What follows belongs to an exercise in optimizing a design on an open flow for small area, a short achievable clock period and few clock cycles per item; a production flow would make more cautious choices. RTL that was checked went through simulation tests only; none was proved equivalent to the original. For run 6, only the layout was checked, not whether the RTL still works. Power and IR drop assume default switching activity.

[design.v]
module acc_correlator (
    input  wire        clk,
    input  wire        rst,              
    input  wire        cfg_valid,
    output wire        cfg_ready,
    input  wire [2:0]  cfg_op,
    input  wire [63:0] cfg_code,         
    input  wire [7:0]  cfg_len,
    input  wire [31:0] cfg_value,
    input  wire        cfg_detect_inv,
    input  wire        in_valid,
    output wire        in_ready,
    input  wire        in_bit,
    output wire        out_valid,
    output wire [2:0]  out_data,
    output wire        idle,
    output wire        configured,
    output wire        invert,
    output wire [5:0]  status,
    output wire        irq,
    output wire [15:0] bit_count,
    output wire [15:0] ambig_count,
    output wire [15:0] last_ambig_bit
);
    localparam [2:0] OP_RESET          = 3'd0;
    localparam [2:0] OP_CONFIG         = 3'd1;
    localparam [2:0] OP_SET_CODE       = 3'd2;
    localparam [2:0] OP_SET_THRESHOLD  = 3'd3;
    localparam [2:0] OP_SET_DETECT_INV = 3'd4;
    localparam [2:0] OP_CLEAR_STATUS   = 3'd5;
    localparam [2:0] OP_SET_IRQ_EN     = 3'd6;
    reg [63:0] data_reg;
    reg [63:0] flag_reg;         
    reg [63:0] invert_reg;
    reg        flag_d, minv_d;   
    reg [63:0] code;             
    reg [6:0]  len;              
    reg [6:0]  thr;              
    reg        detect_inv;
    reg        invert_q;
    reg        configured_q;
    reg        full_q;           
    reg [15:0] bit_count_q;
    reg [15:0] ambig_count_q;
    reg [15:0] last_ambig_bit_q;
    reg        st_illegal, st_invalid, st_ambig;
    reg        ie_illegal, ie_invalid, ie_ambig;
    reg        irq_q;
    reg [7:0]  k2;               
    reg        step_d;           
    reg        amb_d;
    reg        in_rdy_q, cfg_rdy_q;
    reg        step_q;           
    reg        bit_q;
    reg        out_valid_q;
    reg [2:0]  out_data_q;
    reg        idle_q;
    localparam NG = 7;
    reg [3:0]  ca_s, cb_s;
    reg [4:1]  ca_c, cb_c;
    reg [3:0]  g6;
    wire bit_acc = in_valid & in_rdy_q;
    wire cmd_acc = cfg_valid & cfg_rdy_q;
    reg [7:0]  hi_gt;            
    reg [7:0]  hi_eq;            
    reg [6:0]  lo_gt;            
    reg [63:0] mask;
    integer j;
    always @(*) begin
        for (j = 0; j < 8; j = j + 1)
            hi_eq[j] = (len[6:3] == j[3:0]);
        for (j = 0; j < 8; j = j + 1)
            hi_gt[j] = (len[6] != 1'b0) | ((len[5:3] > j[2:0]) & (j < 7));
        for (j = 0; j < 7; j = j + 1)
            lo_gt[j] = (len[2:0] > j[2:0]);
        for (j = 0; j < 64; j = j + 1)
            mask[j] = hi_gt[(63 - j) >> 3] |
                      (hi_eq[(63 - j) >> 3] & (((63 - j) & 7) == 7 ? 1'b0 : lo_gt[(63 - j) & 7]));
    end
    function [3:0] pop9(input [8:0] x);
        reg s0, c0, s1, c1, s2, c2, b0, k0, t1, k1, b1, k2;
        begin
            s0 = x[0] ^ x[1] ^ x[2]; c0 = (x[0] & x[1]) | (x[2] & (x[0] ^ x[1]));
            s1 = x[3] ^ x[4] ^ x[5]; c1 = (x[3] & x[4]) | (x[5] & (x[3] ^ x[4]));
            s2 = x[6] ^ x[7] ^ x[8]; c2 = (x[6] & x[7]) | (x[8] & (x[6] ^ x[7]));
            b0 = s0 ^ s1 ^ s2;       k0 = (s0 & s1) | (s2 & (s0 ^ s1));
            t1 = c0 ^ c1 ^ c2;       k1 = (c0 & c1) | (c2 & (c0 ^ c1));
            b1 = t1 ^ k0;            k2 = t1 & k0;
            pop9 = {k1 & k2, k1 ^ k2, b1, b0};
        end
    endfunction
    function [15:0] csa(input [7:0] a, input [7:0] b, input [7:0] c);
        reg [7:0] sm, cy;
        begin
            sm = a ^ b ^ c;
            cy = (a & b) | (c & (a ^ b));
            csa = {sm, cy[6:0], 1'b0};
        end
    endfunction
    function top7(input [7:0] a, input [7:0] b, input cin);
        reg [6:0] g, p;
        reg [6:0] g1, p1, g2, p2, g3;
        integer i;
        begin
            g = a[6:0] & b[6:0];
            p = a[6:0] ^ b[6:0];
            g[0] = g[0] | (p[0] & cin);
            for (i = 0; i < 7; i = i + 1) begin
                g1[i] = (i >= 1) ? g[i] | (p[i] & g[i-1]) : g[i];
                p1[i] = (i >= 1) ? p[i] & p[i-1] : p[i];
            end
            for (i = 0; i < 7; i = i + 1) begin
                g2[i] = (i >= 2) ? g1[i] | (p1[i] & g1[i-2]) : g1[i];
                p2[i] = (i >= 2) ? p1[i] & p1[i-2] : p1[i];
            end
            for (i = 0; i < 7; i = i + 1)
                g3[i] = (i >= 4) ? g2[i] | (p2[i] & g2[i-4]) : g2[i];
            top7 = a[7] ^ b[7] ^ g3[6];
        end
    endfunction
    wire       e0 = (data_reg[0] ^ code[0]) & mask[0];
    wire [15:0] l1s = csa({4'd0, ca_s}, {3'd0, ca_c, 1'b0}, {4'd0, cb_s});
    wire [15:0] l1n = csa({3'd0, cb_c, 1'b0}, {4'd0, g6}, {1'b0, ~thr});
    wire [15:0] l1i = csa({3'd0, cb_c, 1'b0}, {4'd0, g6}, k2);
    wire [15:0] l2n = csa(l1s[15:8], l1s[7:0], l1n[15:8]);
    wire [15:0] l2i = csa(l1s[15:8], l1s[7:0], l1i[15:8]);
    wire [15:0] rn  = csa(l2n[15:8], l2n[7:0], l1n[7:0]);
    wire [15:0] ri  = csa(l2i[15:8], l2i[7:0], l1i[7:0]);
    wire       m_n = ~top7(rn[15:8], rn[7:0], e0);                
    wire       m_i = top7(ri[15:8], ri[7:0], e0);                 
    function [4:0] outcome(input mn, input mi, input p, input det, input b);
        reg mt, mv, nx;
        begin
            mt = p ? mi : mn;
            mv = det & (p ? mn : mi);
            nx = p ? ~(mt & ~mv) : (mv & ~mt);
            outcome = {b ^ nx, nx, mt | mv, mv, mt & mv};
        end
    endfunction
    wire [4:0] oc00 = outcome(1'b0, 1'b0, invert_q, detect_inv, bit_q);
    wire [4:0] oc01 = outcome(1'b0, 1'b1, invert_q, detect_inv, bit_q);
    wire [4:0] oc10 = outcome(1'b1, 1'b0, invert_q, detect_inv, bit_q);
    wire [4:0] oc11 = outcome(1'b1, 1'b1, invert_q, detect_inv, bit_q);
    wire [4:0] oc = m_n ? (m_i ? oc11 : oc10) : (m_i ? oc01 : oc00);
    wire new_bit     = oc[4];
    wire invert_next = oc[3];
    wire flag_next   = oc[2];
    wire match_inv   = oc[1];
    wire ambiguous   = oc[0];
    wire [63:0] data_shift = step_q ? {data_reg[62:0], new_bit} : data_reg;
    wire [63:0] leaf = (data_shift ^ code) & mask;
    reg  [3:0]  gsum [0:NG-1];
    integer g;
    always @(*)
        for (g = 0; g < NG; g = g + 1)
            gsum[g] = pop9(leaf[9 * g + 1 +: 9]);
    wire [15:0] sa = csa({4'd0, gsum[0]}, {4'd0, gsum[1]}, {4'd0, gsum[2]});
    wire [15:0] sb = csa({4'd0, gsum[3]}, {4'd0, gsum[4]}, {4'd0, gsum[5]});
    wire len_ok    = (cfg_len <= 8'd64);
    wire c_reset   = cmd_acc & (cfg_op == OP_RESET);
    wire c_config  = cmd_acc & (cfg_op == OP_CONFIG) & len_ok;
    wire c_code    = cmd_acc & ((cfg_op == OP_CONFIG) | (cfg_op == OP_SET_CODE)) & len_ok;
    wire c_badlen  = cmd_acc & ((cfg_op == OP_CONFIG) | (cfg_op == OP_SET_CODE)) & ~len_ok;
    wire c_thr     = cmd_acc & ((cfg_op == OP_SET_THRESHOLD) | ((cfg_op == OP_CONFIG) & len_ok));
    wire c_det     = cmd_acc & ((cfg_op == OP_SET_DETECT_INV) | ((cfg_op == OP_CONFIG) & len_ok));
    wire c_clear   = cmd_acc & (cfg_op == OP_CLEAR_STATUS);
    wire c_irqen   = cmd_acc & (cfg_op == OP_SET_IRQ_EN);
    wire c_illegal = cmd_acc & (cfg_op == 3'd7);
    wire kill      = rst | c_reset;
    wire [6:0] thr_new = (|cfg_value[31:6]) ? 7'd64 : {1'b0, cfg_value[5:0]};
    wire configured_next = kill ? 1'b0 : (c_config ? 1'b1 : configured_q);
    wire in_rdy_next     = configured_next & ~(cfg_valid & ~cmd_acc);
    wire cfg_rdy_next    = ~in_rdy_next & ~bit_acc;
    wire full_now = full_q | bit_count_q[6] | (step_d & (&bit_count_q[5:0]));
    wire s_ill_n = ~kill & ((st_illegal & ~(c_clear & cfg_value[0])) | c_illegal);
    wire s_inv_n = ~kill & ((st_invalid & ~(c_clear & cfg_value[1])) | c_badlen);
    wire s_amb_n = ~kill & ((st_ambig | amb_d) & ~(c_clear & cfg_value[5]));
    wire ie_ill_n = ~kill & (c_irqen ? cfg_value[0] : ie_illegal);
    wire ie_inv_n = ~kill & (c_irqen ? cfg_value[1] : ie_invalid);
    wire ie_amb_n = ~kill & (c_irqen ? cfg_value[5] : ie_ambig);
    always @(posedge clk) begin
        in_rdy_q     <= ~rst & in_rdy_next;
        cfg_rdy_q    <= rst | cfg_rdy_next;
        step_q       <= ~rst & bit_acc;
        bit_q        <= in_bit;
        out_valid_q  <= ~rst & step_q;
        out_data_q   <= {step_d ? invert_reg[62] : invert_reg[63],
                         step_d ? flag_reg[62]   : flag_reg[63],
                         data_reg[63]} & {3{full_now}};
        idle_q       <= ~bit_acc & ~step_q;
        configured_q <= configured_next;
        st_illegal <= s_ill_n;
        st_invalid <= s_inv_n;
        st_ambig   <= s_amb_n;
        ie_illegal <= ie_ill_n;
        ie_invalid <= ie_inv_n;
        ie_ambig   <= ie_amb_n;
        irq_q      <= (s_ill_n & ie_ill_n) | (s_inv_n & ie_inv_n) | (s_amb_n & ie_amb_n);
        ca_s <= sa[11:8];
        ca_c <= sa[4:1];
        cb_s <= sb[11:8];
        cb_c <= sb[4:1];
        g6   <= gsum[6];
        if (c_config)
            data_reg[63:1] <= 63'd0;
        else
            data_reg[63:1] <= data_shift[63:1];
        if (c_config)
            data_reg[0] <= 1'b0;
        else if (step_q)
            data_reg[0] <= new_bit;
        flag_d <= flag_next;
        minv_d <= match_inv;
        if (step_d) begin
            flag_reg   <= {flag_reg[62:0],   flag_d};
            invert_reg <= {invert_reg[62:0], minv_d};
        end
        if (kill | c_config)
            invert_q <= 1'b0;
        else if (step_q)
            invert_q <= invert_next;
        step_d <= ~rst & step_q;
        amb_d  <= ~rst & step_q & ambiguous;
        if (kill | c_config) begin
            bit_count_q      <= 16'd0;
            ambig_count_q    <= 16'd0;
            last_ambig_bit_q <= 16'd0;
        end else if (step_d) begin
            bit_count_q <= bit_count_q + 16'd1;
            if (amb_d) begin
                ambig_count_q    <= ambig_count_q + 16'd1;
                last_ambig_bit_q <= bit_count_q;
            end
        end
        k2 <= (thr >= len) ? 8'd128 : 8'd128 - {1'b0, len} + {1'b0, thr};
        if (c_config)
            full_q <= 1'b0;
        else
            full_q <= full_now;
        if (c_code) begin
            code <= cfg_code;
            len  <= cfg_len[6:0];
        end
        if (c_thr)
            thr <= thr_new;
        if (c_det)
            detect_inv <= cfg_detect_inv;
    end
    assign cfg_ready      = cfg_rdy_q;
    assign in_ready       = in_rdy_q;
    assign out_valid      = out_valid_q;
    assign out_data       = out_data_q;
    assign idle           = idle_q;
    assign configured     = configured_q;
    assign invert         = invert_q;
    assign status         = {st_ambig, 3'b000, st_invalid, st_illegal};
    assign irq            = irq_q;
    assign bit_count      = bit_count_q;
    assign ambig_count    = ambig_count_q;
    assign last_ambig_bit = last_ambig_bit_q;
endmodule
[flow/run.sh]
#!/bin/bash
# The standard layout (standard.sh: standard synthesis, floorplan, power
# grid, placement, CTS, routing), with three layout choices:
#  - each port still gets its own buffer, a plain buf_1 instead of the default
#    delay buffer;
#  - clock tree synthesis without dummy loads;
set -euo pipefail
MARGIN=${MARGIN:-6.4}
bash standard.sh \
  "BUFFER_PORTS_ARGS=-buffer_cell sky130_fd_sc_hd__buf_1" \
  "CTS_ARGS=-sink_clustering_enable -repair_clock_nets -dont_use_dummy_load -sink_clustering_size 20 -sink_clustering_max_diameter 70 -buf_list {sky130_fd_sc_hd__clkbuf_8 sky130_fd_sc_hd__clkbuf_16}" \
  "SETUP_SLACK_MARGIN=$MARGIN" "TNS_END_PERCENT=100" \
  finish > flow_standard.log 2>&1
[standard.sh]
#!/bin/bash
# synth_recipe.tcl (not shown) runs the flow's synth.tcl, then flattens the netlist and writes it again
# the make line also repeats each setting of config.mk as NAME=value (left out here)
make -C /OpenROAD-flow-scripts/flow DESIGN_CONFIG=/design/flow/config.mk WORK_HOME=/design/flow/orfs CLKGATE_MAP_FILE= SYNTH_SCRIPT=/design/flow/synth_recipe.tcl "${@:-finish}"
[config.mk]
export PLATFORM = sky130hd
export DESIGN_NAME = acc_correlator
export DESIGN_NICKNAME = acc_correlator
export VERILOG_FILES = /design/flow/design.v
export SDC_FILE = /design/flow/constraint.sdc
export NUM_CORES = 4
export LEC_CHECK = 0
export CAP_MARGIN = 20
export CORE_MARGIN = 2
export CORE_UTILIZATION = 60
export PLACE_DENSITY = 0.7
export SLEW_MARGIN = 20
[constraint.sdc]
create_clock -name core_clock -period 10.0 [get_ports {clk}]
set_input_delay 2.0000 -clock core_clock [delete_from_list [all_inputs] [get_ports {clk}]]
set_output_delay 2.0000 -clock core_clock [all_outputs]
set_load 0.01 [all_outputs]
==> results of run 1 <==
==> cells by family (layout without fill, tap and decap cells) <==
group | after synthesis | after routing | synth area share [%]
flip-flops | 369 | 369 | 60.0
other | 1 | 3 | 0.0238
multiplexers | 72 | 72 | 4.57
AO/OA/AOI/OAI | 131 | 131 | 4.76
buffers and inverters | 161 | 346 | 4.20
XOR/XNOR | 99 | 99 | 5.54
AND/OR/NAND/NOR | 310 | 310 | 8.76
adder cells (fa/ha/maj) | 111 | 111 | 12.2
==> cells in the final DEF (no fill, tap or decap), types with 3 or more instances in the layout <==
master	instances
nor2_1	143
conb_1	3
a21oi_2	4
dfxtp_2	3
nand2_1	80
dfxtp_1	157
a21oi_1	57
inv_1	118
o21a_1	4
and2_1	12
buf_1	173
nand4_1	14
ha_1	40
nand3_1	12
and4_1	3
xor2_1	57
nand2b_1	3
nor4_1	8
a211oi_1	4
buf_4	21
and3_1	5
clkbuf_16	24
xnor2_1	40
mux2i_1	72
o21ai_0	40
nor2_2	3
edfxtp_1	207
nor3_1	10
fa_1	71
nor2b_1	5
==> what timing repair did <==
action | in CTS | in global routing
resized for setup | 22 | 16
endpoints found under the setup margin | 71 | 114
setup buffers | 16 | 6
cloned | 0 | 1
hold buffers | 0 | 0
pin swaps | 9 | 10
==> power by group <==
| part | total, W | internal (W) | switching, W |
|---|---|---|---|
| Combinational | 0.00161 | 0.000715 | 0.000893 |
| Sequential | 0.00181 | 0.00174 | 0.0000700 |
| Clock | 0.000852 | 0.000407 | 0.000445 |
| Total | 0.00427 | 0.00286 | 0.00141 |
==> path summary, 6_finish.rpt <==
kind / startpoint / to / slack [ns] / depth (start not counted)
max reg2reg: ca_s[2]$_DFF_P_ / data_reg[0]$_SDFFE_PP0P_ / 6.41 / 14
min reg2reg: minv_d$_DFF_P_ / invert_reg[0]$_DFFE_PP_ / 0.40 / 0
min: minv_d$_DFF_P_ / invert_reg[0]$_DFFE_PP_ / 0.40 / 0
max: ca_s[2]$_DFF_P_ / data_reg[0]$_SDFFE_PP0P_ / 6.41 / 14
==> layout make-up <==
| class | count | area (µm²) | area share [%] |
|---|---|---|---|
| inverters | 121 | 463 | 2.62 |
| repair buffers | 202 | 965 | 5.46 |
| multi-input cells | 726 | 5780 | 32.7 |
| well taps | 335 | 419 | 2.37 |
| clock buffers | 23 | 576 | 3.26 |
| flip-flops and latches | 369 | 9470 | 53.6 |
==> worst max-delay path: stages, from the launching register on <==
cell and delay (ns):
dfxtp_2 0.34, fa_1 0.50, buf_4 0.16, fa_1 0.52, inv_1 0.05, fa_1 0.52
inv_1 0.04, ha_1 0.26, and3b_1 0.17, a31oi_2 0.11, o21ai_2 0.25, nor2_2 0.07
o21ai_1 0.17, mux2i_1 0.21, o311ai_1 0.11
==> layer usage <==
| metal | track usage (%) | wire (µm) |
|---|---|---|
| met1 | 31.0 | 13900 |
| met4 | 5.52 | 707 |
| met2 | 35.1 | 14100 |
| met3 | 2.86 | 1500 |
| met5 | 0 | 0 |
==> per-stage QoR <==
| stage | setup slack, ns | instance area [µm²] | power [W] | hold slack, ns |
|---|---|---|---|---|
| floorplan | 5.98 | 15800 | 0.00294 | 0.386 |
| global placement | 5.45 | 16700 | 0.00326 | 0.394 |
| detailed placement | 5.40 | 16700 | 0.00333 | 0.391 |
| CTS | 6.37 | 17500 | 0.00427 | 0.404 |
| global route | 6.16 | 17700 | 0.00464 | 0.409 |
| finish | 6.41 | 17700 | 0.00427 | 0.403 |
==> results.json, run 1 <==
{
  "outcome": "complete, no violations",
  "drt-total-wl_um": 30200,
  "crit_path_max_fanout": 3,
  "finalClockSkew_ns": 0.0337,
  "place_inst": 1730,
  "overflow": 0,
  "synth_area_um2": 15800,
  "maxCapViolCount": 0,
  "wire_per_inst_um": 17.0,
  "initial_core_util_pct": 60.9,
  "drtIter0Drc": 644,
  "synth_warnings": 2,
  "setup_viol": 0,
  "netlist_top_cells_count": "207 x edfxtp_1, 162 x dfxtp_1, 148 x nor2_1",
  "critPathKind": "reg -> reg",
  "diodes": 0,
  "synth_top_cell_by_area": "edfxtp_1",
  "drc": 0,
  "timing.slew.headroom_pct": 34.4,
  "pin_count": 177,
  "core.rowCount": 59,
  "synth_area_leaders": "edfxtp_1 39%, dfxtp_1 21%, fa_1 9.0%, mux2i_1 4.6%, nor2_1 3.5%",
  "dieArea_um2": 27600,
  "nNetsFinal": 1667,
  "hold_viol": 0,
  "hold_class": "reg -> reg",
  "ys.flop_type": "edfxtp_1",
  "start_kind": "flop",
  "area_growth_pct": 12.0,
  "io_buffer_count": 173,
  "final_cells": 1776,
  "vias": 9411,
  "finalCriticalPeriod_ns": 3.59,
  "synth_top_cell_area_share_pct": 39.4,
  "final_core_util_pct": 68.2,
  "tns_ns": 0,
  "synth_edf_count": 207,
  "ys_seq_area_share_pct": 60.0,
  "endpoint_kind": "flop",
  "place.gp.congestion": 0.821,
  "htreeDepth": 1,
  "p_leak_nw": 6.37,
  "grt_pass1_wl_um": 47400,
  "grt.total_usage_pct": 21.5,
  "syn_inst": 1254,
  "cts_buffers": 23,
  "peakVddDrop_v": 0.000151,
  "fin_crit_sh_pct": 35.9,
  "grt_max_degree": 85,
  "arrival_ns": 4.01,
  "ant_nets": 0,
  "grt_pass1_vias": 9235,
  "clkSinkCount": 369,
  "clkLatencyLatePin_ns": 0.53,
  "clock.fmax_mhz": 278,
  "antenna_found_initial": 0,
  "synth-seq-cells": 369,
  "worst_pin_slew_ns": 0.985,
  "cts.path.max_buffers": 3,
  "cts_tree": "done",
  "cts-root-buf": "clkbuf_16",
  "slew_violations": 0,
  "fp.dieH_um": 166,
  "synth_cell_types": 53,
  "async_reset_ff_share_pct": 0,
  "synth_most_common_cell": "edfxtp_1",
  "p_per_area_nw_per_um2": 241,
  "core_um2": 25900,
  "die_w_um": 166,
  "firstDrtPassIters": 5,
  "dp_hpwl_um": 21000,
  "vias_per_cell": 5.30,
  "final_layout_size_suffix_gt1_share_pct": 5.76,
  "critPathRequiredTime_ns": 10.41,
  "grt_setup_unrepaired": "yes",
  "fillers": 1973,
  "synth_area_per_cell_um2": 12.6,
  "cts.clk_slew.worst_paths_ns": 0.08
}
Testbench counts, summed over its fixed seeds: cycles 32,024, items 32,000.
==> run 2: changes to the inputs <==
--- a/config.mk
+++ b/config.mk
@@ -9,4 +9,4 @@
 export CORE_MARGIN = 2
 export CORE_UTILIZATION = 60
-export PLACE_DENSITY = 0.7
+export PLACE_DENSITY = 0.6
 export SLEW_MARGIN = 20
==> results.json, run 2 <==
{
  "ys.flop_type": "edfxtp_1",
  "endpoint_kind": "flop",
  "combPwrFrac_pct": 38.1,
  "final_cell_mix": "207 x edfxtp_1, 173 x buf_1, 158 x dfxtp_1",
  "hold_class": "reg -> reg",
  "core_um2": 25900,
  "worst_pin_slew_ns": 0.882,
  "timing.slew.headroom_pct": 41.2,
  "fillers": 1953,
  "ant_nets": 0,
  "nNetsFinal": 1672,
  "cpPeakStageDelay_ns": 0.58,
  "rrSetupSlack_ns": 6.41,
  "fin_crit_sh_pct": 35.9,
  "drt-total-wl_um": 30700,
  "critPathRequiredTime_ns": 10.41,
  "cts.clk_slew.worst_paths_ns": 0.08,
  "pin_count": 177,
  "p_total_w": 0.00429,
  "synth_area_per_cell_um2": 12.6,
  "critPathKind": "reg -> reg",
  "cpMaxStageDelayCell": "fa_1",
  "synth_top_cell_by_area": "edfxtp_1",
  "core.rowCount": 59,
  "final_layout_size_suffix_gt1_share_pct": 6.22,
  "die_w_um": 166,
  "seqPwrFrac_pct": 42.1,
  "start_kind": "flop",
  "wire_per_inst_um": 17.2,
  "drc": 0,
  "clkLatencyLatePin_ns": 0.53,
  "synth-seq-cells": 369,
  "overflow": 0,
  "outcome": "complete, no violations",
  "grt_pass1_wl_um": 47700,
  "switchingPower_w": 0.00141,
  "dieArea_um2": 27600,
  "p_per_area_nw_per_um2": 243,
  "synth_most_common_cell": "edfxtp_1",
  "layout_commonest_cell": "edfxtp_1",
  "initial_core_util_pct": 60.9,
  "clkSinkCount": 369,
  "place.gp.congestion": 0.883,
  "maxCapViolCount": 0,
  "fp.dieH_um": 166,
  "peakVddDrop_v": 0.000199,
  "synth_top_cell_area_share_pct": 39.4,
  "arrival_ns": 3.99,
  "antenna_found_initial": 0,
  "grt_pass1_vias": 9270,
  "area_growth_pct": 12.2,
  "vias": 9463,
  "clock_power_share_pct": 19.8,
  "hold_viol": 0,
  "grt_setup_unrepaired": "yes",
  "ctsHoldBuffers": 0,
  "syn_inst": 1254,
  "cts.path.max_buffers": 3,
  "htreeDepth": 1,
  "cts-root-buf": "clkbuf_16",
  "finalClockSkew_ns": 0.0379,
  "synth_cell_types": 53,
  "dp_hpwl_um": 21000,
  "crit_chain": "fa_1 -> inv_1 -> fa_1 -> fa_1 -> inv_1 -> ha_1 -> and4b_1 -> a21oi_2 -> o221ai_4 -> xnor2_2 -> o21ai_1 -> mux2i_1 -> o311ai_1",
  "slew_violations": 0,
  "crit_path_max_fanout": 2,
  "synth_area_um2": 15800,
  "netlist_top_cells_count": "207 x edfxtp_1, 162 x dfxtp_1, 148 x nor2_1",
  "multiInputGateArea_um2": 5770,
  "setup_viol": 0,
  "clock.fmax_mhz": 279,
  "ys_seq_area_share_pct": 60.0,
  "grt.total_usage_pct": 21.9,
  "synth_warnings": 2,
  "cts_buffers": 23,
  "finalCriticalPeriod_ns": 3.59,
  "drtIter0Drc": 746,
  "p_leak_nw": 6.39,
  "firstDrtPassIters": 5,
  "synth_area_leaders": "edfxtp_1 39%, dfxtp_1 21%, fa_1 9.0%, mux2i_1 4.6%, nor2_1 3.5%",
  "swShare_pct": 32.9,
  "vias_per_cell": 5.31,
  "diodes": 0,
  "tns_ns": 0,
  "synth_edf_count": 207,
  "grt_max_degree": 78,
  "internal_power_w": 0.00288,
  "critPathMostFrequentCell": "fa_1",
  "io_buffer_count": 173,
  "cts_tree": "done",
  "seq_area_um2": 9470,
  "async_reset_ff_share_pct": 0
}
[run 2: worst paths after layout]
check / start / end / cells after the start
max reg2reg: ca_s[2]$_DFF_P_ / data_reg[0]$_SDFFE_PP0P_ / 13
min reg2reg: minv_d$_DFF_P_ / invert_reg[0]$_DFFE_PP_ / 0
max: ca_s[2]$_DFF_P_ / data_reg[0]$_SDFFE_PP0P_ / 13
min: minv_d$_DFF_P_ / invert_reg[0]$_DFFE_PP_ / 0
[run 2: power by group through the flow]
| stage | registers, W | clock network, W | logic [W] |
|---|---|---|---|
| after global placement | 0.00184 | 0 | 0.00143 |
| after global routing | 0.00182 | 0.000928 | 0.00189 |
| after floorplan | 0.00182 | 0 | 0.00112 |
| after detailed placement | 0.00184 | 0 | 0.00150 |
| after CTS | 0.00181 | 0.000880 | 0.00161 |
| final | 0.00181 | 0.000852 | 0.00163 |
[run 2: critical path: cells and delay by family (launching register included)]
family	cells	cell delay [ns]
xor gates and xnor gates	1	0.17
buffers and inverters	2	0.11
and+or+nand+nor	1	0.19
AOI/OAI and AO/OA	4	0.64
DFF	1	0.34
adders and majority gates	4	1.80
muxes	1	0.22
[run 2: repair_timing]
item / CTS / global route
buffers inserted: 14 / 9
endpoints found under the setup margin: 112 / 13
pin swaps: 10 / 7
gates resized for setup: 27 / 13
cloned: 3 / 1
[run 2: final cells by class]
cell class,count,share of cell area (%)
Clock buffer,23,3.25
Tap cell,335,2.37
Sequential cell,369,53.5
Inverter,121,2.64
Multi-Input combinational cell,727,32.6
Timing Repair Buffer,206,5.68
[run 2: stage by stage]
stage	setup slack (ns)	hold WS, ns	area, µm²	cells	utilization (%)
after global placement	5.37	0.395	16700	1731	64.6
after global routing	6.25	0.414	17700	1781	68.3
after detailed placement	5.33	0.389	16700	1731	64.6
after floorplan	5.98	0.386	15800	1256	-
after CTS	6.37	0.407	17600	1771	67.9
final	6.41	0.407	17700	1781	68.3
[run 2: logic make-up (layout without fill, tap and decap cells)]
group,count (synthesis),in the layout,synth area share [%]
simple gates,310,311,8.76
compound gates,131,131,4.76
xor+xnor,99,99,5.54
other cells,1,3,0.0238
mux,72,72,4.57
flops,369,369,60.0
buf+inv,161,350,4.20
fa+ha+maj,111,111,12.2
[run 2: metal layers]
layer	up-vias	track usage (%)	share of wire [%]
met2	259	37.7	49
met3	77	2.84	4.4
met5	-	0	0
met4	0	7.15	3.4
li1	4586	-	-
met1	4541	29.2	43
==> run 3: changes to the inputs <==
--- a/flow/run.sh
+++ b/flow/run.sh
@@ -6,5 +6,5 @@
 #  - clock tree synthesis without dummy loads;
 set -euo pipefail
-MARGIN=${MARGIN:-6.4}
+MARGIN=${MARGIN:-6.6}
 bash standard.sh \
   "BUFFER_PORTS_ARGS=-buffer_cell sky130_fd_sc_hd__buf_1" \
--- a/config.mk
+++ b/config.mk
@@ -8,5 +8,5 @@
 export CAP_MARGIN = 20
 export CORE_MARGIN = 2
-export CORE_UTILIZATION = 60
-export PLACE_DENSITY = 0.6
+export CORE_UTILIZATION = 50
+export PLACE_DENSITY = 0.75
 export SLEW_MARGIN = 20
==> results.json, run 3 <==
{
  "final_cell_mix": "207 x edfxtp_1, 173 x buf_1, 159 x dfxtp_1",
  "ys_seq_area_share_pct": 60.0,
  "finalCriticalPeriod_ns": 3.56,
  "diodes": 0,
  "nNetsFinal": 1699,
  "vias": 10100,
  "p_leak_nw": 6.64,
  "hold_viol": 0,
  "arrival_ns": 3.97,
  "die_w_um": 182,
  "worst_pin_slew_ns": 0.999,
  "synth_cell_types": 53,
  "timing.slew.headroom_pct": 33.4,
  "synth_area_per_cell_um2": 12.6,
  "grt_setup_unrepaired": "yes",
  "final_layout_size_suffix_gt1_share_pct": 12.5,
  "core_um2": 31300,
  "critPathRequiredTime_ns": 10.41,
  "maxCapViolCount": 0,
  "vias_per_cell": 5.36,
  "pin_count": 177,
  "drt-total-wl_um": 33300,
  "clkSinkCount": 369,
  "synth_warnings": 2,
  "start_kind": "flop",
  "finalClockSkew_ns": 0.0389,
  "peakVddDrop_v": 0.000183,
  "p_per_area_nw_per_um2": 243,
  "dp_hpwl_um": 21500,
  "crit_path_max_fanout": 2,
  "grt.total_usage_pct": 19.3,
  "clkLatencyLatePin_ns": 0.54,
  "dieArea_um2": 33000,
  "setup_viol": 0,
  "initial_core_util_pct": 50.4,
  "synth_top_cell_by_area": "edfxtp_1",
  "io_buffer_count": 173,
  "grt_pass1_vias": 9711,
  "synth-seq-cells": 369,
  "layout_commonest_cell": "edfxtp_1",
  "cts-root-buf": "clkbuf_16",
  "cts_tree": "done",
  "hold_depth": 0,
  "grt_max_degree": 89,
  "synth_top_cell_area_share_pct": 39.4,
  "synth_area_leaders": "edfxtp_1 39%, dfxtp_1 21%, fa_1 9.0%, mux2i_1 4.6%, nor2_1 3.5%",
  "grt_pass1_wl_um": 50700,
  "p_total_w": 0.00451,
  "outcome": "complete, no violations",
  "area_growth_pct": 17.7,
  "cts.clk_slew.worst_paths_ns": 0.09,
  "ant_nets": 0,
  "critPathKind": "reg -> reg",
  "endpoint_kind": "flop",
  "drtIter0Drc": 813,
  "place.gp.congestion": 0.847,
  "syn_inst": 1254,
  "synth_edf_count": 207,
  "slew_violations": 0,
  "tns_ns": 0,
  "firstDrtPassIters": 5,
  "fp.dieH_um": 182,
  "ys.flop_type": "edfxtp_1",
  "cts_buffers": 22,
  "core.rowCount": 65,
  "overflow": 0,
  "async_reset_ff_share_pct": 0,
  "drc": 0,
  "netlist_top_cells_count": "207 x edfxtp_1, 162 x dfxtp_1, 148 x nor2_1",
  "htreeDepth": 1,
  "reg2reg_depth": 15,
  "hold_class": "reg -> reg",
  "antenna_found_initial": 0,
  "synth_area_um2": 15800,
  "ctsHoldBuffers": 0,
  "cts.path.max_buffers": 3,
  "clock.fmax_mhz": 281,
  "fin_crit_sh_pct": 35.6,
  "wire_per_inst_um": 17.8,
  "synth_most_common_cell": "edfxtp_1"
}
-- run 3: changes by cell type in the layout (fill, tap and decap cells not counted), moves of 6 or more --
cell / before / now
mux2i_1: 71 / 48
buf_4: 25 / 43
mux2i_2: 0 / 11
o21ai_0: 40 / 33
mux2i_4: 1 / 13
ha_1: 40 / 34
o21ai_1: 2 / 8
-- run 3: routing by layer --
metal | track usage (%) | wire [µm]
met1 | 26.5 | 14100
met2 | 32.2 | 15800
met3 | 2.81 | 2210
met4 | 5.95 | 1170
met5 | 0 | 0
-- run 3: kinds of logic after synthesis --
logic type      after synthesis  share of synthesized area (%)
compound gates              131                           4.76
simple gates                310                           8.76
mux                          72                           4.57
xor+xnor                     99                           5.54
buf+inv                     161                           4.20
fa+ha+maj                   111                           12.2
other cells                   1                         0.0238
flops                       369                           60.0
-- run 3: worst max-delay path, stage by stage, from the launching register on --
cell,delay [ns]
dfxtp_1,0.32
inv_1,0.05
fa_1,0.55
inv_1,0.06
fa_1,0.50
inv_1,0.07
fa_1,0.42
inv_1,0.08
ha_1,0.24
and4b_1,0.19
a21oi_2,0.18
o221ai_4,0.17
xnor2_2,0.19
o21ai_2,0.14
mux2i_1,0.20
o311ai_1,0.11
-- run 3: report_power, final --
part           switching (W)  internal (W)
clock network       0.000450      0.000391
registers          0.0000910       0.00173
logic                0.00101      0.000843
total                0.00155       0.00297
-- run 3: path summary, 6_finish.rpt --
| check | slack [ns] | to | start |
|---|---|---|---|
| hold reg to reg | 0.38 | flag_reg[0]$_DFFE_PP_ | flag_d$_DFF_P_ |
| setup / recovery | 6.44 | data_reg[0]$_SDFFE_PP0P_ | ca_c[1]$_DFF_P_ |
| setup reg to reg | 6.44 | data_reg[0]$_SDFFE_PP0P_ | ca_c[1]$_DFF_P_ |
| hold / removal | 0.38 | flag_reg[0]$_DFFE_PP_ | flag_d$_DFF_P_ |
-- run 3: area by class of cell --
class                      instances  area (µm²)
multi-input combinational        726        6210
tap                              402         503
timing repair buffer             235        1350
inverter                         121         470
sequential                       369        9470
fill                            2365       12800
clock buffer                      22         551
-- run 3: repair_timing --
| item | in CTS | in global routing |
|---|---|---|
| pin swaps | 11 | 38 |
| buffers inserted | 28 | 23 |
| resized for setup | 43 | 104 |
| endpoints found under the setup margin | 151 | 134 |
| gates cloned | 3 | 3 |
-- run 3: per-stage QoR --
step,utilization [%],worst slack (ns),area [µm²],instances,hold WS (ns)
floorplan,-,5.98,15800,1256,0.386
global route,59.3,6.30,18600,1875,0.387
global placement,53.7,5.50,16800,1796,0.396
CTS,57.0,6.42,17800,1849,0.384
detailed placement,53.7,5.48,16800,1796,0.398
finish,59.3,6.44,18600,1875,0.380
==> run 4: changes to the inputs <==
--- a/flow/run.sh
+++ b/flow/run.sh
@@ -6,5 +6,5 @@
 #  - clock tree synthesis without dummy loads;
 set -euo pipefail
-MARGIN=${MARGIN:-6.6}
+MARGIN=${MARGIN:-6.2}
 bash standard.sh \
   "BUFFER_PORTS_ARGS=-buffer_cell sky130_fd_sc_hd__buf_1" \
==> results.json, run 4 <==
{
  "initial_core_util_pct": 50.4,
  "slew_violations": 0,
  "clock.fmax_mhz": 276,
  "synth_most_common_cell": "edfxtp_1",
  "final_layout_size_suffix_gt1_share_pct": 5.48,
  "dieArea_um2": 33000,
  "firstDrtPassIters": 5,
  "maxCapViolCount": 0,
  "worst_pin_slew_ns": 0.911,
  "timing.slew.headroom_pct": 39.2,
  "clkLatencyLatePin_ns": 0.53,
  "synth-seq-cells": 369,
  "place.gp.congestion": 0.852,
  "cpMaxStageDelayCell": "fa_1",
  "die_w_um": 182,
  "p_per_area_nw_per_um2": 239,
  "p_leak_nw": 6.36,
  "fin_crit_sh_pct": 36.3,
  "netlist_top_cells_count": "207 x edfxtp_1, 162 x dfxtp_1, 148 x nor2_1",
  "ys.flop_type": "edfxtp_1",
  "cpPeakStageDelay_ns": 0.51,
  "diodes": 0,
  "synth_area_um2": 15800,
  "cts_buffers": 23,
  "final_cell_mix": "207 x edfxtp_1, 173 x buf_1, 159 x dfxtp_1",
  "fillers": 2519,
  "cts_tree": "done",
  "layout_commonest_cell": "edfxtp_1",
  "antenna_found_initial": 0,
  "cts.clk_slew.worst_paths_ns": 0.08,
  "wire_per_inst_um": 16.6,
  "ys_seq_area_share_pct": 60.0,
  "ctsHoldBuffers": 0,
  "hold_class": "reg -> reg",
  "cts-root-buf": "clkbuf_16",
  "area_growth_pct": 12.3,
  "endpoint_kind": "flop",
  "synth_warnings": 2,
  "io_buffer_count": 173,
  "arrival_ns": 4.01,
  "outcome": "complete, no violations",
  "drc": 0,
  "finalCriticalPeriod_ns": 3.63,
  "crit_chain": "clkinvlp_4 -> nand2_1 -> a21oi_2 -> a221o_1 -> fa_1 -> fa_1 -> inv_1 -> ha_1 -> ha_1 -> fa_1",
  "tns_ns": 0,
  "grt_pass1_vias": 9458,
  "synth_top_cell_by_area": "edfxtp_1",
  "fp.dieH_um": 182,
  "synth_cell_types": 53,
  "vias_per_cell": 5.21,
  "grt_max_degree": 72,
  "hold_viol": 0,
  "critPathMostFrequentCell": "fa_1",
  "ant_nets": 0,
  "critPathRequiredTime_ns": 10.38,
  "drt-total-wl_um": 30600,
  "final_core_util_pct": 56.6,
  "synth_top_cell_area_share_pct": 39.4,
  "vias": 9607,
  "finalClockSkew_ns": 0.0323,
  "async_reset_ff_share_pct": 0,
  "synth_area_per_cell_um2": 12.6,
  "grt_setup_unrepaired": "yes",
  "peakVddDrop_v": 0.000194,
  "synth_edf_count": 207,
  "dp_hpwl_um": 21400,
  "overflow": 0,
  "grt_pass1_wl_um": 48900,
  "core_um2": 31300,
  "crit_path_max_fanout": 12,
  "setup_viol": 0,
  "synth_area_leaders": "edfxtp_1 39%, dfxtp_1 21%, fa_1 9.0%, mux2i_1 4.6%, nor2_1 3.5%",
  "cts.path.max_buffers": 3,
  "grt.total_usage_pct": 18.6,
  "pin_count": 177,
  "core.rowCount": 65,
  "critPathKind": "reg -> reg",
  "nNetsFinal": 1668,
  "drtIter0Drc": 730,
  "start_kind": "flop",
  "syn_inst": 1254,
  "clkSinkCount": 369,
  "htreeDepth": 1
}
==> run 4: worst max-delay path, delay by kind of cell, from the launching register on <==
kind            cells  cell delay, ns
flops               1            0.47
buf+inv             2            0.34
fa+ha+maj           5            1.83
simple gates        1            0.32
compound gates      2            0.51
==> run 4: power by group <==
group          internal [W]  switching (W)
registers           0.00173      0.0000713
clock network      0.000407       0.000443
logic              0.000700       0.000877
==> run 4: cell families after synthesis <==
group                      share of synthesized area, %
DFF                                                60.0
and+or+nand+nor                                    8.76
muxes                                              4.57
AOI/OAI and AO/OA                                  4.76
buffers and inverters                              4.20
xor gates and xnor gates                           5.54
adders and majority gates                          12.2
other                                            0.0238
==> run 4: path summary, 6_finish.rpt <==
kind                     from                       to  slack, ns  cells past startpoint
max          len[6]$_DFFE_PP_          cb_s[2]$_DFF_P_       6.37                     10
min            minv_d$_DFF_P_  invert_reg[0]$_DFFE_PP_       0.39                      0
max reg2reg  len[6]$_DFFE_PP_          cb_s[2]$_DFF_P_       6.37                     10
min reg2reg    minv_d$_DFF_P_  invert_reg[0]$_DFFE_PP_       0.39                      0
==> run 4: routing by layer <==
metal | vias up | share of wire (%) | routed length [µm] | GRT usage, %
met5 | - | 0 | 0 | 0
met4 | 0 | 3.5 | 1080 | 5.95
met3 | 72 | 5.4 | 1650 | 2.39
met2 | 321 | 46 | 14100 | 29.9
met1 | 4630 | 45 | 13700 | 26.5
li1 | 4584 | - | - | -
==> run 4: what timing repair did <==
action	4_1_cts	5_1_grt
setup endpoints to repair	64	34
cloned	1	0
setup buffers	6	19
resized for setup	11	15
pin swaps	0	4
==> run 4: metrics by stage <==
stage	hold WS, ns	cell area [µm²]	setup WS (ns)	std cells	total power, W
global placement	0.396	16800	5.09	1795	0.00326
detailed placement	0.405	16800	5.08	1795	0.00334
CTS	0.395	17500	6.24	1825	0.00421
finish	0.390	17700	6.37	1844	0.00423
floorplan	0.386	15800	5.98	1256	0.00294
global route	0.401	17700	6.17	1844	0.00464
==> run 4: cell type report <==
cell class	instances	area (µm²)	share of cell area (%)
Multi-Input combinational cell	727	5780	32.6
Sequential cell	369	9470	53.4
Tap cell	402	503	2.84
Clock buffer	23	576	3.25
Timing Repair Buffer	202	926	5.23
Inverter	121	463	2.61
==> run 5: changes to the inputs <==
--- a/flow/run.sh
+++ b/flow/run.sh
@@ -6,5 +6,5 @@
 #  - clock tree synthesis without dummy loads;
 set -euo pipefail
-MARGIN=${MARGIN:-6.2}
+MARGIN=${MARGIN:-6.4}
 bash standard.sh \
   "BUFFER_PORTS_ARGS=-buffer_cell sky130_fd_sc_hd__buf_1" \
==> results.json, run 5 <==
{
  "rrSetupSlack_ns": 6.47,
  "synth_top_cell_area_share_pct": 39.4,
  "worstSetupStartpoint": "cb_s[2]$_DFF_P_",
  "netlist_top_cells_count": "207 x edfxtp_1, 162 x dfxtp_1, 148 x nor2_1",
  "layout_commonest_cell": "edfxtp_1",
  "nNetsFinal": 1676,
  "grt_max_degree": 72,
  "finalInstanceArea_um2": 17900,
  "synth_area_per_cell_um2": 12.6,
  "final_core_util_pct": 57.1,
  "area_growth_pct": 13.4,
  "drc": 0,
  "worst_slack_ns": 6.47,
  "arrival_ns": 3.94,
  "core.rowCount": 65,
  "clkLatencyLatePin_ns": 0.53,
  "p_per_area_nw_per_um2": 242,
  "cts-root-buf": "clkbuf_16",
  "initial_core_util_pct": 50.4,
  "htreeDepth": 1,
  "critPathRequiredTime_ns": 10.41,
  "critPathKind": "reg -> reg",
  "grt.total_usage_pct": 18.9,
  "finalCriticalPeriod_ns": 3.53,
  "fin_crit_sh_pct": 35.3,
  "tns_ns": 0,
  "place.gp.congestion": 0.852,
  "synth_warnings": 2,
  "firstDrtPassIters": 6,
  "diodes": 0,
  "ys.flop_type": "edfxtp_1",
  "worst_pin_slew_ns": 0.827,
  "timing.slew.headroom_pct": 44.9,
  "synth_edf_count": 207,
  "syn_inst": 1254,
  "cts_tree": "done",
  "peakVddDrop_v": 0.000184,
  "clkSinkCount": 369,
  "start_kind": "flop",
  "ys_seq_area_share_pct": 60.0,
  "setup_viol": 0,
  "place_inst": 1795,
  "dpl_cell_area_um2": 16800,
  "io_buffer_count": 173,
  "wire_per_inst_um": 17.0,
  "synth-seq-cells": 369,
  "ant_nets": 0,
  "fp.dieH_um": 182,
  "hp-start": "minv_d$_DFF_P_",
  "vias": 9678,
  "antenna_found_initial": 0,
  "final_cell_mix": "207 x edfxtp_1, 173 x buf_1, 156 x dfxtp_1",
  "p_leak_nw": 6.41,
  "clock.fmax_mhz": 283,
  "core_um2": 31300,
  "hold_class": "reg -> reg",
  "die_w_um": 182,
  "grt_pass1_vias": 9559,
  "overflow": 0,
  "cts.clk_slew.worst_paths_ns": 0.08,
  "async_reset_ff_share_pct": 0,
  "dieArea_um2": 33000,
  "finalClockSkew_ns": 0.0347,
  "slew_violations": 0,
  "maxCapViolCount": 0,
  "outcome": "complete, no violations",
  "synth_area_um2": 15800,
  "pin_count": 177,
  "grt_setup_unrepaired": "yes",
  "synth_most_common_cell": "edfxtp_1",
  "endpoint_kind": "flop",
  "synth_area_leaders": "edfxtp_1 39%, dfxtp_1 21%, fa_1 9.0%, mux2i_1 4.6%, nor2_1 3.5%",
  "synth_top_cell_by_area": "edfxtp_1",
  "dp_hpwl_um": 21400,
  "drtIter0Drc": 726,
  "cts_buffers": 23,
  "synth_cell_types": 53,
  "hold_viol": 0,
  "ctsHoldBuffers": 0,
  "vias_per_cell": 5.23,
  "r2r-start": "cb_s[2]$_DFF_P_",
  "final_layout_size_suffix_gt1_share_pct": 7.24,
  "grt_pass1_wl_um": 49600,
  "final_cells": 1852,
  "drt-total-wl_um": 31500,
  "crit_path_max_fanout": 3,
  "cts.path.max_buffers": 3,
  "dpl_worst_slack_ns": 5.08
}
-- run 5: cell counts after synthesis --
Identical to the previous run, type by type.
-- run 5: per-layer routing --
metal	wire (µm)	share of wire, %	vias to the layer above	GRT usage [%]
li1	-	-	4601	-
met1	13800	44	4676	26.5
met2	14700	47	335	30.6
met3	1840	5.8	66	2.53
met4	1070	3.4	0	6.31
met5	0	0	-	0
-- run 5: cells by family (layout without fill, tap and decap cells) --
group                      Yosys count  count (layout)  share of synthesized area (%)
AOI/OAI and AO/OA                  131             131                           4.76
xor gates and xnor gates            99              99                           5.54
adders and majority gates          111             111                           12.2
buffers and inverters              161             352                           4.20
DFF                                369             369                           60.0
muxes                               72              72                           4.57
other                                1               3                         0.0238
and+or+nand+nor                    310             313                           8.76
-- run 5: worst paths after layout --
path	end	cells past startpoint
hold reg to reg	invert_reg[0]$_DFFE_PP_	0
setup reg to reg	data_reg[0]$_SDFFE_PP0P_	13
setup / recovery	data_reg[0]$_SDFFE_PP0P_	13
hold / removal	invert_reg[0]$_DFFE_PP_	0
-- run 5: critical path: stages, from the launching register on --
cell      delay [ns]
dfxtp_2         0.32
fa_1            0.57
inv_2           0.05
fa_1            0.49
fa_1            0.49
inv_1           0.04
ha_1            0.27
and4b_1         0.19
a21oi_2         0.19
o221ai_4        0.18
xnor2_2         0.20
o21ai_2         0.16
mux2i_1         0.18
o311ai_1        0.10
-- run 5: power breakdown --
group | internal (W) | switching (W) | total, W | leakage (nW)
logic | 0.000744 | 0.000925 | 0.00167 | 3.01
registers | 0.00174 | 0.0000722 | 0.00181 | 3.11
clock network | 0.000408 | 0.000443 | 0.000850 | 0.283
total | 0.00289 | 0.00144 | 0.00433 | 6.41
-- run 5: layout make-up --
class	count	area (µm²)
Sequential cell	369	9470
Fill cell	2504	13400
Inverter	121	467
Tap cell	402	503
Multi-Input combinational cell	729	5860
Clock buffer	23	576
Timing Repair Buffer	208	1010
-- run 5: timing repair --
item	in CTS	in global routing
pin swaps	9	14
hold endpoints to repair	0	0
setup buffers	21	9
endpoints found under the setup margin	143	57
gates cloned	1	3
gates resized for setup	29	23
-- run 5: metrics by stage --
stage               hold slack, ns  total power [W]
floorplan                    0.386          0.00294
global placement             0.396          0.00326
detailed placement           0.405          0.00334
CTS                          0.395          0.00430
global route                 0.398          0.00472
finish                       0.393          0.00433
==> run 6: changes to the inputs <==
--- a/design.v
+++ b/design.v
@@ -30,5 +30,5 @@
     localparam [2:0] OP_CLEAR_STATUS   = 3'd5;
     localparam [2:0] OP_SET_IRQ_EN     = 3'd6;
-    reg [63:0] data_reg;
+    reg [64:0] data_reg;         
     reg [63:0] flag_reg;         
     reg [63:0] invert_reg;
@@ -119,5 +119,5 @@
         end
     endfunction
-    wire       e0 = (data_reg[0] ^ code[0]) & mask[0];
+    wire       e0 = (data_reg[1] ^ code[0]) & mask[0];        
     wire [15:0] l1s = csa({4'd0, ca_s}, {3'd0, ca_c, 1'b0}, {4'd0, cb_s});
     wire [15:0] l1n = csa({3'd0, cb_c, 1'b0}, {4'd0, g6}, {1'b0, ~thr});
@@ -148,6 +148,5 @@
     wire match_inv   = oc[1];
     wire ambiguous   = oc[0];
-    wire [63:0] data_shift = step_q ? {data_reg[62:0], new_bit} : data_reg;
-    wire [63:0] leaf = (data_shift ^ code) & mask;
+    wire [63:0] leaf = (data_reg[63:0] ^ code) & mask;
     reg  [3:0]  gsum [0:NG-1];
     integer g;
@@ -187,5 +186,5 @@
         out_data_q   <= {step_d ? invert_reg[62] : invert_reg[63],
                          step_d ? flag_reg[62]   : flag_reg[63],
-                         data_reg[63]} & {3{full_now}};
+                         data_reg[64]} & {3{full_now}};
         idle_q       <= ~bit_acc & ~step_q;
         configured_q <= configured_next;
@@ -203,8 +202,12 @@
         g6   <= gsum[6];
         if (c_config)
-            data_reg[63:1] <= 63'd0;
-        else
-            data_reg[63:1] <= data_shift[63:1];
+            data_reg[64:2] <= 63'd0;
+        else if (bit_acc)
+            data_reg[64:2] <= data_reg[63:1];
         if (c_config)
+            data_reg[1] <= 1'b0;
+        else if (bit_acc)
+            data_reg[1] <= step_q ? new_bit : data_reg[0];
+        if (c_config | bit_acc)
             data_reg[0] <= 1'b0;
         else if (step_q)
==> results.json, run 6 <==
{
  "htreeDepth": 1,
  "r2r-start": "ca_c[2]$_DFF_P_",
  "synth_top_cell_area_share_pct": 39.5,
  "ctsHoldBuffers": 0,
  "ys_seq_area_share_pct": 60.3,
  "drt-total-wl_um": 31300,
  "overflow": 0,
  "hold_class": "reg -> reg",
  "nNetsFinal": 1778,
  "synth_cell_types": 51,
  "timing.slew.headroom_pct": 52.0,
  "synth-seq-cells": 370,
  "drtIter0Drc": 713,
  "crit_chain": "fa_1 -> inv_2 -> fa_1 -> fa_1 -> inv_1 -> ha_1 -> nor2b_1 -> a41o_1 -> a211o_1 -> and4_4 -> or3_4 -> a31oi_4 -> a211oi_2",
  "p_per_area_nw_per_um2": 168,
  "finalCriticalPeriod_ns": 3.83,
  "cts-root-buf": "clkbuf_16",
  "layout_commonest_cell": "nand2_1",
  "dp_hpwl_um": 21700,
  "start_kind": "flop",
  "grt_setup_unrepaired": "yes",
  "crit_buf_inv": 2,
  "peakVddDrop_v": 0.000140,
  "p_leak_nw": 6.65,
  "async_reset_ff_share_pct": 0,
  "cts_buffers": 25,
  "core.rowCount": 64,
  "grt_max_degree": 72,
  "tns_ns": 0,
  "seqPwrFrac_pct": 54.2,
  "seq_area_um2": 9490,
  "finalClockSkew_ns": 0.0734,
  "hold_viol": 0,
  "clkLatencyLatePin_ns": 0.56,
  "worstSetupStartpoint": "ca_c[2]$_DFF_P_",
  "rrSetupSlack_ns": 6.17,
  "worst_pin_slew_ns": 0.720,
  "internal_power_w": 0.00229,
  "largest_reg_flops": 65,
  "area_growth_pct": 14.2,
  "vias_per_cell": 5.16,
  "pin_count": 177,
  "cts.clk_slew.worst_paths_ns": 0.08,
  "core_um2": 30700,
  "synth_warnings": 2,
  "hp-start": "invert_reg[20]$_DFFE_PP_",
  "synth_area_leaders": "edfxtp_1 40%, dfxtp_1 21%, fa_1 9.0%, nand2_1 5.3%, a21oi_1 3.7%",
  "combPwrFrac_pct": 16.1,
  "diodes": 0,
  "die_w_um": 181,
  "synth_area_per_cell_um2": 11.6,
  "clock_power_share_pct": 29.7,
  "critPathMostFrequentCell": "fa_1",
  "endpoint_kind": "flop",
  "switchingPower_w": 0.000734,
  "fillers": 2487,
  "crit_path_max_fanout": 2,
  "critPathRequiredTime_ns": 10.41,
  "swShare_pct": 24.3,
  "cpPeakStageDelay_ns": 0.60,
  "place_inst": 1881,
  "wire_per_inst_um": 16.1,
  "cts_tree": "done",
  "ant_nets": 0,
  "fin_crit_sh_pct": 38.3,
  "firstDrtPassIters": 5,
  "clock.fmax_mhz": 261,
  "dieArea_um2": 32900,
  "ys.flop_type": "edfxtp_1",
  "maxCapViolCount": 0,
  "grt.total_usage_pct": 18.7,
  "drc": 0,
  "cpMaxStageDelayCell": "fa_1",
  "antenna_found_initial": 0,
  "crit_family": "adder cells",
  "slew_violations": 0,
  "fp.dieH_um": 181,
  "cts.path.max_buffers": 3,
  "io_buffer_count": 173,
  "initial_core_util_pct": 51.1,
  "grt_pass1_wl_um": 49400,
  "syn_inst": 1351,
  "outcome": "complete, no violations",
  "synth_edf_count": 207,
  "critPathKind": "reg -> reg",
  "place.gp.congestion": 0.898,
  "synth_most_common_cell": "nand2_1",
  "netlist_top_cells_count": "223 x nand2_1, 207 x edfxtp_1, 163 x dfxtp_1",
  "multiInputGateArea_um2": 5780,
  "final_cell_mix": "221 x nand2_1, 207 x edfxtp_1, 173 x buf_1",
  "synth_top_cell_by_area": "edfxtp_1",
  "arrival_ns": 4.23,
  "synth_area_um2": 15700,
  "grt_pass1_vias": 9541,
  "clkSinkCount": 370,
  "setup_viol": 0,
  "final_layout_size_suffix_gt1_share_pct": 8.25,
  "final_cells": 1948,
  "vias": 10000
}
[run 6: worst paths after layout]
| kind | depth (start not counted) | to |
|---|---|---|
| worst min-delay path | 0 | invert_reg[21]$_DFFE_PP_ |
| worst min register to register | 0 | invert_reg[21]$_DFFE_PP_ |
| worst max register to register | 13 | data_reg[1]$_SDFFE_PP0P_ |
| worst max-delay path | 13 | data_reg[1]$_SDFFE_PP0P_ |
[run 6: through the flow]
step / instance area (µm²) / total power, W / utilization, % / setup slack [ns] / hold slack [ns]
CTS: 17600 / 0.00303 / 57.2 / 6.20 / 0.378
global route: 18000 / 0.00317 / 58.4 / 6.06 / 0.387
finish: 18000 / 0.00302 / 58.4 / 6.17 / 0.388
detailed placement: 16800 / 0.00210 / 54.5 / 5.56 / 0.394
floorplan: 15800 / 0.00197 / - / 6.00 / 0.386
global placement: 16800 / 0.00207 / 54.5 / 5.62 / 0.397
[run 6: routing by layer]
| metal | GRT usage (%) | share of wire (%) | vias up |
|---|---|---|---|
| met2 | 30.3 | 47 | 310 |
| met3 | 2.96 | 5.2 | 69 |
| met5 | 0 | 0 | - |
| met1 | 26.3 | 45 | 4802 |
| met4 | 5.37 | 3.2 | 0 |
| li1 | - | - | 4865 |
[run 6: kinds of logic after synthesis]
logic type | Yosys count | synth area share (%)
buf+inv | 179 | 4.45
xor+xnor | 90 | 5.01
other cells | 1 | 0.0238
flops | 370 | 60.3
fa+ha+maj | 111 | 12.2
mux | 7 | 0.446
simple gates | 411 | 11.3
compound gates | 182 | 6.29
[run 6: cell type report]
type                            count  area share [%]
Inverter                          132            2.84
Tap cell                          396            2.76
Clock buffer                       25            3.48
Timing Repair Buffer              220            5.90
Sequential cell                   370            52.8
Multi-Input combinational cell    805            32.2
[run 6: worst register-to-register path, cell delays in order, from the launching register on]
cell and delay [ns]:
dfxtp_2 0.32, fa_1 0.60, inv_2 0.05, fa_1 0.45, fa_1 0.49, inv_1 0.04
ha_1 0.28, nor2b_1 0.13, a41o_1 0.22, a211o_1 0.30, and4_4 0.18, or3_4 0.37
a31oi_4 0.20, a211oi_2 0.09
[run 6: what timing repair did]
item                       CTS  global route
gates resized for setup     21            45
setup endpoints to repair   69           125
cloned                       0             1
buffers inserted            15            26
pin swaps                    3            18
[run 6: power groups by stage]
stage,Clock (W),Combinational (W),Sequential [W]
final,0.000897,0.000487,0.00164
after global routing,0.000980,0.000551,0.00164
after global placement,0,0.000398,0.00168
after detailed placement,0,0.000425,0.00168
after floorplan,0,0.000305,0.00167
after CTS,0.000925,0.000462,0.00164

## port drivers added, routing unchanged
The results above use ideal ports. As a check the final layouts listed here were re-extracted and re-timed, cells and wires unchanged.
Step 1 (the two cells are an assumption about what drives the block):
set clk [get_ports {clk}]
set_driving_cell -lib_cell sky130_fd_sc_hd__clkbuf_16 $clk
set_driving_cell -lib_cell sky130_fd_sc_hd__buf_2 [delete_from_list [all_inputs] $clk]
Step 2 moves the port delays by t, midway between the first and last clock arrival at a register: inputs arrive t later, outputs are due t later. That takes back most of the time a late clock gives input paths.
Slacks: no drivers / after step 1 / after step 2; pairs: no drivers / after step 1.
| run | shift t [ns] | slack for setup (ns) | hold WS [ns] |
|---|---|---|---|
| run 1 | 0.564 | 6.407 / 6.407 / 5.996 | 0.403 / 0.403 / 0.403 |
| run 2 | 0.562 | 6.413 / 6.413 / 6.005 | 0.407 / 0.407 / 0.407 |
| run 3 | 0.566 | 6.440 / 6.440 / 6.152 | 0.380 / 0.380 / 0.380 |
| run 4 | 0.557 | 6.371 / 6.371 / 5.868 | 0.390 / 0.390 / 0.390 |
| run 5 | 0.556 | 6.469 / 6.469 / 6.027 | 0.393 / 0.393 / 0.393 |
| run 6 | 0.572 | 6.175 / 6.175 / 6.096 | 0.388 / 0.388 / 0.388 |
After both steps every run listed still meets setup and hold. The setup slack of run 4, which loses most, moves by 0.000 ns with the drivers and by -0.503 ns with both steps.
